Context: an optimization exercise on an open-source flow, tuned for small area, a short achievable clock period and few clock cycles per item. The choices shown serve that exercise and are no tape-out recipe. In this exercise RTL edits were held to simulation tests only and were not proved equivalent to the original.

**design/flow/standard.sh**
```bash
#!/bin/bash
# synth_recipe.tcl (not shown) runs the flow's synth.tcl, then flattens the netlist and writes it again
# the make line also repeats each setting of config.mk as NAME=value (left out here)
make -C /OpenROAD-flow-scripts/flow DESIGN_CONFIG=/design/flow/config.mk WORK_HOME=/design/flow/orfs CLKGATE_MAP_FILE= SYNTH_SCRIPT=/design/flow/synth_recipe.tcl "${@:-finish}"
```
**design/flow/design.v**
```verilog
module tryte_conv (
    input  wire       clk,
    input  wire       rst,
    input  wire       cmd_valid,
    input  wire [3:0] cmd_op,
    output wire       cmd_ready,
    input  wire       in_valid,
    input  wire [7:0] in_data,
    output wire       in_ready,
    output wire       out_valid,
    output reg  [7:0] out_data,
    input  wire       out_ready,
    output wire       done,
    output wire [1:0] err,
    output wire [7:0] err_index
);
    localparam integer KD = 1;      
    localparam integer KH = 2;      
    localparam integer NPH = 8 / KD;    
    localparam integer NHC = 384 / KH;
    localparam [3:0] OP_T2B  = 4'd1;
    localparam [3:0] OP_TR2B = 4'd2;
    localparam [3:0] OP_B2T  = 4'd3;
    localparam [3:0] OP_B2TR = 4'd4;
    localparam [3:0] OP_ZLT  = 4'd5;
    localparam [1:0] ERR_NONE    = 2'd0;
    localparam [1:0] ERR_ILLEGAL = 2'd2;
    localparam [1:0] ERR_INVALID = 2'd3;
    localparam [383:0] HALF3 = 384'h5e69ebefa87fabdfaa06a805a9f6808b48bbae3679a4c70250979d570c24486e3ade00d91484504f9f007669a5ce8964;
    localparam [404:0] KINIT = 405'h11064b486ad68b4b8c31a016cb2a669035156273182dc7a6af33419838032c5346734faa4618bda6a45b0b821cfb58949b1d1;
    localparam [3:0] S_IDLE  = 4'd0;
    localparam [3:0] S_LOADT = 4'd1;    
    localparam [3:0] S_LOADB = 4'd2;    
    localparam [3:0] S_HALVE = 4'd3;
    localparam [3:0] S_OUTB  = 4'd4;    
    localparam [3:0] S_OUTT  = 4'd5;    
    localparam [3:0] S_DONE  = 4'd6;
    localparam [3:0] S_LOADZ = 4'd7;    
    localparam [3:0] S_FLUSH = 4'd8;    
    function sym_valid;
        input [7:0] s;
        sym_valid = (s == 8'h39) || (s >= 8'h41 && s <= 8'h5a);
    endfunction
    function [4:0] sym_to_digit;
        input [7:0] s;
        begin
            if (s == 8'h39)
                sym_to_digit = 5'd13;
            else if (s <= 8'h4d)
                sym_to_digit = s[4:0] - 5'h13;    
            else
                sym_to_digit = s[4:0] - 5'h0e;    
        end
    endfunction
    function trit_valid;
        input [7:0] t;
        trit_valid = (t == 8'h00) || (t == 8'h01) || (t == 8'hff);
    endfunction
    function [1:0] trit_to_u;
        input [7:0] t;
        trit_to_u = (t == 8'h01) ? 2'd2 : (t == 8'hff) ? 2'd0 : 2'd1;
    endfunction
    function [7:0] out_elem;
        input [8:0] a;
        begin
            case (a)
                9'd0: out_elem = 8'd78;
                9'd1: out_elem = 8'd79;
                9'd2: out_elem = 8'd80;
                9'd3: out_elem = 8'd81;
                9'd4: out_elem = 8'd82;
                9'd5: out_elem = 8'd83;
                9'd6: out_elem = 8'd84;
                9'd7: out_elem = 8'd85;
                9'd8: out_elem = 8'd86;
                9'd9: out_elem = 8'd87;
                9'd10: out_elem = 8'd88;
                9'd11: out_elem = 8'd89;
                9'd12: out_elem = 8'd90;
                9'd13: out_elem = 8'd57;
                9'd14: out_elem = 8'd65;
                9'd15: out_elem = 8'd66;
                9'd16: out_elem = 8'd67;
                9'd17: out_elem = 8'd68;
                9'd18: out_elem = 8'd69;
                9'd19: out_elem = 8'd70;
                9'd20: out_elem = 8'd71;
                9'd21: out_elem = 8'd72;
                9'd22: out_elem = 8'd73;
                9'd23: out_elem = 8'd74;
                9'd24: out_elem = 8'd75;
                9'd25: out_elem = 8'd76;
                9'd26: out_elem = 8'd77;
                9'd128: out_elem = 8'd87;
                9'd129: out_elem = 8'd88;
                9'd130: out_elem = 8'd89;
                9'd131: out_elem = 8'd90;
                9'd132: out_elem = 8'd57;
                9'd133: out_elem = 8'd65;
                9'd134: out_elem = 8'd66;
                9'd135: out_elem = 8'd67;
                9'd136: out_elem = 8'd68;
                9'd256: out_elem = 8'd255;
                9'd257: out_elem = 8'd0;
                9'd258: out_elem = 8'd1;
                9'd259: out_elem = 8'd255;
                9'd260: out_elem = 8'd0;
                9'd261: out_elem = 8'd1;
                9'd262: out_elem = 8'd255;
                9'd263: out_elem = 8'd0;
                9'd264: out_elem = 8'd1;
                9'd265: out_elem = 8'd255;
                9'd266: out_elem = 8'd0;
                9'd267: out_elem = 8'd1;
                9'd268: out_elem = 8'd255;
                9'd269: out_elem = 8'd0;
                9'd270: out_elem = 8'd1;
                9'd271: out_elem = 8'd255;
                9'd272: out_elem = 8'd0;
                9'd273: out_elem = 8'd1;
                9'd274: out_elem = 8'd255;
                9'd275: out_elem = 8'd0;
                9'd276: out_elem = 8'd1;
                9'd277: out_elem = 8'd255;
                9'd278: out_elem = 8'd0;
                9'd279: out_elem = 8'd1;
                9'd280: out_elem = 8'd255;
                9'd281: out_elem = 8'd0;
                9'd282: out_elem = 8'd1;
                9'd288: out_elem = 8'd255;
                9'd289: out_elem = 8'd255;
                9'd290: out_elem = 8'd255;
                9'd291: out_elem = 8'd0;
                9'd292: out_elem = 8'd0;
                9'd293: out_elem = 8'd0;
                9'd294: out_elem = 8'd1;
                9'd295: out_elem = 8'd1;
                9'd296: out_elem = 8'd1;
                9'd297: out_elem = 8'd255;
                9'd298: out_elem = 8'd255;
                9'd299: out_elem = 8'd255;
                9'd300: out_elem = 8'd0;
                9'd301: out_elem = 8'd0;
                9'd302: out_elem = 8'd0;
                9'd303: out_elem = 8'd1;
                9'd304: out_elem = 8'd1;
                9'd305: out_elem = 8'd1;
                9'd306: out_elem = 8'd255;
                9'd307: out_elem = 8'd255;
                9'd308: out_elem = 8'd255;
                9'd309: out_elem = 8'd0;
                9'd310: out_elem = 8'd0;
                9'd311: out_elem = 8'd0;
                9'd312: out_elem = 8'd1;
                9'd313: out_elem = 8'd1;
                9'd314: out_elem = 8'd1;
                9'd320: out_elem = 8'd255;
                9'd321: out_elem = 8'd255;
                9'd322: out_elem = 8'd255;
                9'd323: out_elem = 8'd255;
                9'd324: out_elem = 8'd255;
                9'd325: out_elem = 8'd255;
                9'd326: out_elem = 8'd255;
                9'd327: out_elem = 8'd255;
                9'd328: out_elem = 8'd255;
                9'd329: out_elem = 8'd0;
                9'd330: out_elem = 8'd0;
                9'd331: out_elem = 8'd0;
                9'd332: out_elem = 8'd0;
                9'd333: out_elem = 8'd0;
                9'd334: out_elem = 8'd0;
                9'd335: out_elem = 8'd0;
                9'd336: out_elem = 8'd0;
                9'd337: out_elem = 8'd0;
                9'd338: out_elem = 8'd1;
                9'd339: out_elem = 8'd1;
                9'd340: out_elem = 8'd1;
                9'd341: out_elem = 8'd1;
                9'd342: out_elem = 8'd1;
                9'd343: out_elem = 8'd1;
                9'd344: out_elem = 8'd1;
                9'd345: out_elem = 8'd1;
                9'd346: out_elem = 8'd1;
                9'd384: out_elem = 8'd255;
                9'd385: out_elem = 8'd0;
                9'd386: out_elem = 8'd1;
                9'd387: out_elem = 8'd255;
                9'd388: out_elem = 8'd0;
                9'd389: out_elem = 8'd1;
                9'd390: out_elem = 8'd255;
                9'd391: out_elem = 8'd0;
                9'd392: out_elem = 8'd1;
                9'd416: out_elem = 8'd255;
                9'd417: out_elem = 8'd255;
                9'd418: out_elem = 8'd255;
                9'd419: out_elem = 8'd0;
                9'd420: out_elem = 8'd0;
                9'd421: out_elem = 8'd0;
                9'd422: out_elem = 8'd1;
                9'd423: out_elem = 8'd1;
                9'd424: out_elem = 8'd1;
                9'd448: out_elem = 8'd0;
                9'd449: out_elem = 8'd0;
                9'd450: out_elem = 8'd0;
                9'd451: out_elem = 8'd0;
                9'd452: out_elem = 8'd0;
                9'd453: out_elem = 8'd0;
                9'd454: out_elem = 8'd0;
                9'd455: out_elem = 8'd0;
                9'd456: out_elem = 8'd0;
                default: out_elem = 8'd0;
            endcase
        end
    endfunction
    function [404:0] dbl_step;
        input [404:0] x;
        input         b;
        reg [79:0] g, p;
        reg [80:0] c;
        reg [4:0]  d;
        reg [5:0]  t;
        integer i, l, j, m;
        begin
            for (i = 0; i < 80; i = i + 1) begin
                d    = x[5*i +: 5];
                g[i] = (d >= 5'd14);
                p[i] = (d == 5'd13);
            end
            g[0] = g[0] | (p[0] & b);
            for (l = 0; l < 7; l = l + 1)
                for (j = 0; j < 80; j = j + 1)
                    if (j[l]) begin
                        m    = ((j >> l) << l) - 1;
                        g[j] = g[j] | (p[j] & g[m]);
                        p[j] = p[j] & p[m];
                    end
            c[0] = b;
            for (i = 1; i <= 80; i = i + 1)
                c[i] = g[i-1];
            for (i = 0; i < 80; i = i + 1) begin
                d = x[5*i +: 5];
                t = {d, c[i]} - (c[i+1] ? 6'd27 : 6'd0);
                dbl_step[5*i +: 5] = t[4:0];
            end
            d = x[400 +: 5];
            t = {d, c[80]};
            if (t >= 6'd9) t = t - 6'd9;
            dbl_step[400 +: 5] = t[4:0];
        end
    endfunction
    function [161:0] suffix_sum4;    
        input [161:0] e;
        reg [1:0] x [0:80];
        reg [1:0] y;
        integer l, j, m;
        begin
            for (j = 0; j < 81; j = j + 1)
                x[80 - j] = e[2*j +: 2];         
            for (l = 0; l < 7; l = l + 1)
                for (j = 0; j < 81; j = j + 1)
                    if (j[l]) begin
                        m    = ((j >> l) << l) - 1;
                        y    = x[m];
                        x[j] = {x[j][1] ^ y[1] ^ (x[j][0] & y[0]), x[j][0] ^ y[0]};
                    end
            for (j = 0; j < 81; j = j + 1)
                suffix_sum4[2*j +: 2] = x[80 - j];
        end
    endfunction
    function [4:0] qdig;           
        input [1:0] r;
        input [4:0] d;
        reg   [6:0] t;
        begin
            t    = {1'b0, r, 4'd0} + {2'd0, r, 3'd0} + {4'd0, r, 1'b0} + {5'd0, r} + {5'd0, d[1:0]};
            qdig = t[6:2] + {2'd0, d[4:2]};
        end
    endfunction
    function [406:0] div4_step;
        input [404:0] x;
        reg [161:0] e, sfx;
        reg [4:0]   d;
        reg [1:0]   s, r;
        integer i;
        begin
            for (i = 0; i < 81; i = i + 1) begin
                d = x[5*i +: 5];
                e[2*i +: 2] = i[0] ? {d[1] ^ d[0], d[0]} : d[1:0];
            end
            sfx = suffix_sum4(e);
            for (i = 0; i < 81; i = i + 1) begin
                d = x[5*i +: 5];
                if (i == 80)
                    r = 2'd0;
                else begin
                    s = sfx[2*(i+1) +: 2];
                    r = i[0] ? s : {s[1] ^ s[0], s[0]};    
                end
                div4_step[5*i +: 5] = qdig(r, d);
            end
            s = sfx[1:0];
            div4_step[406:405] = s;           
        end
    endfunction
    reg [3:0]   state;
    reg [3:0]   op;
    reg [7:0]   cnt;           
    reg [1:0]   tk;            
    reg [6:0]   ti;            
    reg [1:0]   u0, u1;        
    reg         bad;
    reg [7:0]   bad_idx;
    reg [1:0]   err_r;
    reg [404:0] D;
    reg [383:0] W;
    reg         iv;            
    reg [7:0]   idat;          
    reg [7:0]   acc;           
    reg         in_open;       
    reg         isb;           
    reg [2:0]   ph;            
    reg [5:0]   nb;            
    reg [7:0]   hc;            
    reg         brw;           
    reg         zfix;          
    reg         zadd;          
    reg         zsg;           
    reg [1:0]   cmp_h;         
    reg         hprev;         
    reg [7:0]   q0, q1;
    reg [1:0]   qn;
    reg         idle_r;        
    reg         done_r;        
    reg         qv;            
    reg         inrdy_r;       
    assign cmd_ready = idle_r;
    assign out_valid = qv;
    assign done      = done_r;
    assign err       = err_r;
    assign err_index = bad_idx;
    wire ph_last  = (ph == NPH - 1);
    wire consume  = iv && (!isb || ph_last);       
    assign in_ready = inrdy_r;
    wire in_fire  = in_valid && in_ready;
    wire pop      = out_valid && out_ready;
    wire [7:0] in_count = (op == OP_T2B) ? 8'd81 : (op == OP_TR2B) ? 8'd243 : 8'd48;
    wire [KD-1:0] dchunk = idat[7 -: KD];
    reg  [404:0]  d_dbl;
    integer kd;
    always @(*) begin
        d_dbl = D;
        for (kd = 0; kd < KD; kd = kd + 1)
            d_dbl = dbl_step(d_dbl, dchunk[KD-1-kd]);
    end
    wire [406:0]  hq    = div4_step(D);
    wire [404:0]  d_hlv = hq[404:0];
    wire [KH-1:0] hbits = hq[406:405];
    wire          fixing = (state != S_HALVE);
    wire [KH-1:0] sa = fixing ? W[KH-1:0] : hbits;
    wire [KH-1:0] hh = HALF3[hc*KH +: KH];
    wire [KH-1:0] hk = fixing ? {hh[0], hprev} : hh;
    wire [KH-1:0] sb = (fixing && zadd) ? hk : ~hk;
    reg  [KH-1:0] rbits;
    reg           rb;
    integer ks;
    always @(*) begin
        rb = brw;
        for (ks = 0; ks < KH; ks = ks + 1) begin
            rbits[ks] = sa[ks] ^ sb[ks] ^ rb;
            rb = (sa[ks] & sb[ks]) | (rb & (sa[ks] ^ sb[ks]));
        end
    end
    wire [7:0] kh_byte = HALF3[8*(47 - nb) +: 8];
    wire       zsign   = (nb == 6'd0) ? idat[7] : zsg;
    wire [7:0] tbyte   = zsign ? ~idat : idat;
    wire [1:0] ncmp_h  = (cmp_h != 2'd0) ? cmp_h : (tbyte < kh_byte) ? 2'd1 : (tbyte > kh_byte) ? 2'd2 : 2'd0;
    wire [4:0] sdig  = sym_to_digit(idat);
    wire [4:0] tdig  = {3'd0, u0} + 5'd3 * {3'd0, u1} + 5'd9 * {3'd0, trit_to_u(idat)};
    wire [4:0] idig  = (op == OP_T2B) ? sdig : tdig;
    wire       itop  = (op == OP_T2B) ? (cnt == 8'd80) : (ti == 7'd80);
    wire [4:0] idig9 = itop ? (idig % 5'd9) : idig;
    wire       ishift = (op == OP_T2B) || (tk == 2'd2);
    wire       ivalid = (op == OP_T2B) ? sym_valid(idat) : trit_valid(idat);
    reg        otop;           
    reg        otr;            
    reg        oterm;          
    wire       pvalid = (state == S_OUTB) || (state == S_OUTT);
    wire       push   = pvalid && (qn != 2'd2);
    wire [7:0] pdata  = oterm ? out_elem({otr, otop, tk, D[4:0]}) : W[383:376];
    always @(*) out_data = q0;
    wire [1:0] qn_n = (push && !pop) ? qn + 2'd1 : (pop && !push) ? qn - 2'd1 : qn;
    always @(posedge clk) begin
        if (push && (qn == 2'd0 || (qn == 2'd1 && pop)))
            q0 <= pdata;
        else if (pop)
            q0 <= q1;
        if (push && qn == 2'd1 && !pop)
            q1 <= pdata;
        qn <= qn_n;
        qv <= (qn_n != 2'd0);
        if (rst) begin
            qn <= 2'd0;
            qv <= 1'b0;
        end
    end
    wire       acc_idle  = (state == S_IDLE);
    wire       open_n    = acc_idle ? (cmd_valid && (cmd_op >= OP_T2B && cmd_op <= OP_ZLT))
                                    : (in_open && !(in_fire && acc == in_count - 8'd1));
    wire       isb_n     = acc_idle ? (cmd_op == OP_B2T || cmd_op == OP_B2TR) : isb;
    wire       iv_n      = acc_idle ? 1'b0 : (in_fire || (iv && !consume));
    wire [2:0] ph_n      = acc_idle ? 3'd0 : (state == S_LOADB && iv) ? ph + 3'd1 : ph;
    always @(posedge clk) begin
        inrdy_r <= open_n && (!iv_n || !isb_n || ph_n == NPH - 1);
        if (rst)
            inrdy_r <= 1'b0;
    end
    always @(posedge clk) begin
        if (in_fire) begin
            idat <= (isb && acc == 8'd0) ? {~in_data[7], in_data[6:0]} : in_data;
            iv   <= 1'b1;
            acc  <= acc + 8'd1;
            if (acc == in_count - 8'd1)
                in_open <= 1'b0;
        end else begin
            if (consume)
                iv <= 1'b0;
            if (iv && isb)
                idat <= idat << KD;
        end
        if (state == S_IDLE) begin
            iv      <= 1'b0;
            acc     <= 8'd0;
            in_open <= cmd_valid && (cmd_op >= OP_T2B && cmd_op <= OP_ZLT);
            isb     <= (cmd_op == OP_B2T || cmd_op == OP_B2TR);
            op      <= cmd_op;
        end
        if (rst)
            in_open <= 1'b0;
    end
    always @(posedge clk) begin
        begin
            done_r <= 1'b0;
            case (state)
                S_IDLE: begin
                    cnt     <= 8'd0;
                    tk      <= 2'd0;
                    ti      <= 7'd0;
                    bad     <= 1'b0;
                    bad_idx <= 8'd0;
                    err_r   <= ERR_NONE;
                    nb      <= 6'd0;
                    zfix    <= 1'b0;
                    otop    <= 1'b0;
                    otr     <= (cmd_op == OP_B2TR);
                    oterm   <= 1'b0;
                    ph      <= 3'd0;
                    hc      <= 8'd0;
                    brw     <= 1'b1;
                    hprev   <= 1'b1;
                    cmp_h   <= 2'd0;
                    D       <= KINIT;
                    if (cmd_valid) begin
                        idle_r  <= 1'b0;
                        if (cmd_op == OP_T2B || cmd_op == OP_TR2B)
                            state <= S_LOADT;
                        else if (cmd_op == OP_ZLT)
                            state <= S_LOADZ;
                        else if (cmd_op == OP_B2T || cmd_op == OP_B2TR)
                            state <= S_LOADB;
                        else begin
                            err_r  <= ERR_ILLEGAL;
                            state  <= S_DONE;
                            done_r <= 1'b1;
                        end
                    end
                end
                S_LOADT: begin
                    if (iv) begin
                        cnt <= cnt + 8'd1;
                        if (!ivalid && !bad) begin
                            bad     <= 1'b1;
                            bad_idx <= cnt;
                        end
                        if (op == OP_TR2B) begin
                            tk <= (tk == 2'd2) ? 2'd0 : tk + 2'd1;
                            if (tk == 2'd0) u0 <= trit_to_u(idat);
                            if (tk == 2'd1) u1 <= trit_to_u(idat);
                            if (tk == 2'd2) ti <= ti + 7'd1;
                        end
                        if (ishift)
                            D <= {idig9, D[404:5]};
                        if (cnt == in_count - 8'd1) begin
                            tk <= 2'd0;
                            if (bad || !ivalid) begin
                                err_r  <= ERR_INVALID;
                                state  <= S_DONE;
                                done_r <= 1'b1;
                            end else begin
                                state <= S_HALVE;
                            end
                        end
                    end
                end
                S_LOADB: begin
                    if (iv) begin
                        D  <= d_dbl;
                        ph <= ph + 3'd1;
                        if (ph_last) begin
                            nb <= nb + 6'd1;
                            if (nb == 6'd47) begin
                                oterm <= 1'b1;
                                state <= S_OUTT;
                            end
                        end
                    end
                end
                S_LOADZ: begin
                    if (zfix) begin
                        W     <= {rbits, W[383:KH]};
                        brw   <= rb;
                        hc    <= hc + 8'd1;
                        hprev <= hh[1];
                        if (hc == NHC - 1) begin
                            cnt   <= 8'd0;
                            state <= S_OUTB;
                        end
                    end else if (iv) begin
                        W     <= {W[375:0], idat};
                        nb    <= nb + 6'd1;
                        zsg   <= zsign;
                        cmp_h <= ncmp_h;
                        if (nb == 6'd47) begin
                            zadd <= zsign;
                            brw  <= !zsign;
                            if (zsign ? (ncmp_h != 2'd1) : (ncmp_h == 2'd2))
                                zfix <= 1'b1;
                            else begin
                                cnt   <= 8'd0;
                                state <= S_OUTB;
                            end
                        end
                    end
                end
                S_HALVE: begin
                    D   <= d_hlv;
                    W   <= {rbits, W[383:KH]};
                    brw <= rb;
                    hc  <= hc + 8'd1;
                    if (hc == NHC - 1) begin
                        cnt   <= 8'd0;
                        state <= S_OUTB;
                    end
                end
                S_OUTB: begin
                    if (push) begin
                        W   <= {W[375:0], idat};
                        cnt <= cnt + 8'd1;
                        if (cnt == 8'd47)
                            state <= S_FLUSH;
                    end
                end
                S_OUTT: begin
                    if (push) begin
                        if (otr && tk != 2'd2) begin
                            tk <= tk + 2'd1;
                        end else begin
                            tk   <= 2'd0;
                            ti   <= ti + 7'd1;
                            D    <= {5'd0, D[404:5]};
                            otop <= (ti == 7'd79);
                            if (ti == 7'd80)
                                state <= S_FLUSH;
                        end
                    end
                end
                S_FLUSH: begin
                    if (qn == 2'd0 || (qn == 2'd1 && pop)) begin
                        state  <= S_DONE;
                        done_r <= 1'b1;
                    end
                end
                S_DONE: begin
                    state  <= S_IDLE;
                    idle_r <= 1'b1;
                end
                default: begin
                    state  <= S_IDLE;
                    idle_r <= 1'b1;
                end
            endcase
        end
        if (rst) begin
            state  <= S_IDLE;
            idle_r <= 1'b1;
            done_r <= 1'b0;
        end
    end
endmodule
```
**design/flow/flow/run.sh**
```bash
#!/bin/bash
# Layout flow: the standard flow (standard.sh) with two changes:
#  - synthesis leaves the arithmetic to abc instead of extracting full/half
#    adder cells (ADDER_MAP_FILE empty); registers, flattening and renaming
#    are unchanged;
#  - the timing repair steps aim for 31 ns of setup slack (a 9 ns period)
#    instead of 3 ns, so that the resizer also works on the paths that set
#    the achieved period. The clock, its period and the I/O constraints are
#    the design's (constraint.sdc is used as given).
sed 's/SETUP_SLACK_MARGIN=[^ ]*/SETUP_SLACK_MARGIN=31/' standard.sh > standard_repair.sh
ADDER_MAP_FILE= bash standard_repair.sh synth > synth.log 2>&1 || exit 1
bash standard_repair.sh > layout.log 2>&1 || exit 1
```
**design/flow/constraint.sdc**
```tcl
create_clock -name core_clock -period 40.0 [get_ports {clk}]
set_input_delay 8.0000 -clock core_clock [delete_from_list [all_inputs] [get_ports {clk}]]
set_output_delay 8.0000 -clock core_clock [all_outputs]
set_load 0.01 [all_outputs]
```
**design/flow/config.mk**
```make
export PLATFORM = sky130hd
export DESIGN_NAME = tryte_conv
export DESIGN_NICKNAME = tryte_conv
export VERILOG_FILES = /design/flow/design.v
export SDC_FILE = /design/flow/constraint.sdc
export NUM_CORES = 4
export LEC_CHECK = 0
export ABC_CLOCK_PERIOD_IN_PS = 8000
export CAP_MARGIN = 20
export CORE_MARGIN = 2
export CORE_UTILIZATION = 45
export SETUP_SLACK_MARGIN = 3
export SLEW_MARGIN = 20
```
==> flow_summary_export.csv <==
group,metric,value,unit
cts,tritoncts,"built",
placement,place_congestion,0.839,
timing,hold_violations,0,
synthesis,synthCells,8515,
cts,numCtsBuffers,108,
worst_setup_path,r2r-end,"D[30]",
timing,worst_pin_slew,1120,ps
floorplan,start_util,45.4,%
timing,min_period,9310,ps
worst_hold_path,holdPathStages,1,
worst_setup_path,r2r_start,"D[270]",
finish,drive_gt1_share,10.9,%
placement,io_buffer_count,38,
finish,synthToLayoutAreaGrowth,6.29,%
cts,clockBufferDepth,3,
worst_setup_path,cp.required,32000,ps
global_routing,antenna_found_initial,0,
global_routing,overflow,0,
worst_setup_path,worstPathCellList,"buf_2",
global_routing,grt_pass1_vias,58800,
finish,fin_nets,8012,
worst_setup_path,critical_path_class,"reg -> out",
floorplan,rows,149,
cts,cts_max_level,3,
worst_setup_path,timing.critical_path.from,"err_r[1]",
synthesis,synth_warnings,2,
global_routing,grt_pass1_wl,318000,um
placement,dp_hpwl,126000,um
worst_setup_path,cp-end-kind,"output port",
flow_run,maxCapViolCount,0,
worst_setup_path,crit_slowest_cell,"edfxtp_1",
worst_setup_path,cp_num_buf_inv,1,
synthesis,synth_ff_type,"edfxtp_1",
detailed_routing,ant_nets,0,
detailed_routing,dr_total_vias,62800,
floorplan,die_x,412,um
cts,clk_pin_slew,60,ps
floorplan,dieArea,0.170,mm^2
detailed_routing,drt_first_iter_violations,5706,
run_status,status,"complete, no violations",
worst_setup_path,r2r_cells,18,
synthesis,ys_seq_area_share,35.7,%
detailed_routing,wl,198000,um
timing,setup_viol,0,
timing,fin_crit_sh,23.3,%
global_routing,grt_max_degree,194,
timing,rsz0062_at_grt,"true",
timing,slew_headroom,25.5,%
timing,slew_violations,0,
detailed_routing,first_pass_iters,8,
worst_hold_path,min_path_type,"reg -> reg",
synthesis,synth_top_area_share,35.1,%
worst_setup_path,rrSetupSlack,31780,ps
detailed_routing,viasPerCell,6.11,
cts,cts-root-buf,"clkbuf_16",
floorplan,die_h,412,um
global_routing,track_usage,22.4,%
synthesis,synth_edf_count,876,
timing,fin_skew,63.2,ps
worst_setup_path,worst_setup_path_start_kind,"flip-flop",
worst_hold_path,holdPathEnd,"idle_r",
timing,fmaxAchievable,0.107,GHz
worst_setup_path,max_stage_delay,370,ps
synthesis,synth_cell_types,103,
synthesis,yosysTopAreaCell,"edfxtp_1",
synthesis,synthArstFlopShare,0,%
floorplan,core_area,0.165,mm^2
detailed_routing,drcViolationCount,0,
synthesis,synth.net_count,8532,
cts,cts.sinks,897,
synthesis,ys_seq_elements,897,
worst_hold_path,worst_hold_startpoint,"idle_r",
timing,tns,0,ps
worst_setup_path,arrival,1310,ps
worst_setup_path,crit_family,"flip-flops",
cts,clk_latency,790,ps
detailed_routing,wire_per_inst,19.2,um
worst_setup_path,cp_max_fo,1,
floorplan,pin_count,39,
synthesis,synthTopCellsByArea,"edfxtp_1 (35%), xnor2_1 (9.0%), mux2_2 (6.1%)",
synthesis,post_synth.cell_area_avg,8.80,um^2
synthesis,synthesis.area,0.0749,mm^2
through the flow:
stage	cell area [um^2]	instances	utilization, %	hold WS (ps)	setup slack, ps
final	79600	10300	48.2	497	30690
after global routing	79600	10300	48.2	521	30610
after CTS	79600	10300	48.2	502	30620
after detailed placement	76000	10100	46.0	483	30010
after global placement	76000	10100	46.0	471	30000
after floorplan	75100	8515	-	464	28670
cells by family after synthesis:
group                      Yosys count  share of synthesized area, %
AOI/OAI and AO/OA                 2698                          22.7
xor gates and xnor gates          1140                          14.7
adders and majority gates           74                         0.999
buffers and inverters              927                          4.76
DFF                                897                          35.7
muxes                              489                          7.22
and+or+nand+nor                   2290                          13.9
worst max-delay path by stage:
stage / to / slack (ps) / depth (start not counted)
after global placement: state[0] / 30000 / 9
final: err[1] / 30690 / 1
after detailed placement: state[0] / 30010 / 9
after floorplan: D[0] / 28670 / 10
after global routing: err[1] / 30610 / 1
after CTS: err[0] / 30620 / 1
layer usage:
metal	share of wire, %	wire [um]	global-route usage (%)
met1	46	90600	31.3
met2	47	92600	36.6
met3	5.1	10200	2.59
met4	2.2	4260	5.80
met5	0	0	0
layout make-up:
class                           count  area [um^2]
Fill cell                       15600        85600
Multi-Input combinational cell   6691        44900
Sequential cell                   897        26700
Clock buffer                      137         2840
Tap cell                         2189         2740
Timing Repair Buffer              124         1010
Clock inverter                     65          766
Inverter                          173          654
Antenna cell                        1         2.50
sequential cells by signal, summed over array words and instances, names as in the netlist, 3 cells and up:
name	flops
hc	8
acc	8
ph	3
q0	8
cnt	8
ti	7
W	384
idat	8
state	4
op	4
q1	8
nb	6
bad_idx	8
D	405
cells in the mapped netlist (all sizes together), types with 50 or more instances:
cell / n
a211oi: 71
a21o: 64
a21oi: 641
a221oi: 145
a22oi: 209
a31oi: 99
and2: 73
buf: 78
clkbuf: 676
edfxtp: 876
inv: 166
maj3: 74
mux2: 408
mux2i: 81
nand2: 788
nand2b: 85
nand3: 133
nor2: 739
nor2b: 98
nor3: 112
o211ai: 60
o21ai: 860
o21bai: 50
o221ai: 81
o22ai: 72
or2: 51
xnor2: 799
xor2: 297
cells in the final DEF (no fill, tap or decap), drive strengths merged, types with 23 or more instances in the layout:
cell type / instances
o211ai: 60
xnor2: 799
a31oi: 99
xnor3: 35
clkinv: 49
edfxtp: 876
clkbuf: 137
nand2: 788
o311ai: 23
nand3: 133
mux2: 408
nor2b: 98
nand2b: 85
o21ai: 860
xor2: 297
o221ai: 81
or2: 51
o31ai: 47
inv: 169
a221o: 33
and2: 73
nor2: 739
o21bai: 50
maj3: 74
nand4: 33
buf: 108
nor4: 37
a211oi: 71
a21o: 64
o22ai: 72
nor3: 112
and3: 29
o21a: 28
a22oi: 209
a31o: 25
mux2i: 81
a21oi: 641
a221oi: 145
timing repair:
item / in CTS / in global routing
buffers inserted: 0 / 3
gates resized for setup: 99 / 7
hold buffers: 0 / 0
endpoints found under the hold margin: 0 / 0
pin swaps: 0 / 1
endpoints found under the setup margin: 24 / 24
Testbench counts, summed over its fixed seeds: cycles 131,648, items 320.

==> static timing again, ports no longer ideal <==
In the flow no input, the clock included, has a driving cell. The finished layout below was timed again as built, in two steps. Step 1 sets driving cells, clkbuf_16 on the clock port and buf_2 on the other inputs (assumed; they add their load-dependent delay and slew). Step 2 adds t to the input delays and takes it off the output delays; t is the mean of the earliest and latest rising clock arrival at the registers after step 1. Input paths then give back, and output paths get back, about the clock's delay inside the block. a / b / c = ideal / step 1 / step 2; a / b = the first two.
t, ns: 0.845
setup slack, ns: 30.688 / 30.605 / 30.261
worst setup path at the end: input to register
After both steps setup and hold are still met in this run. The setup slack of this run moves by -0.083 ns with the drivers and by -0.427 ns with both steps.
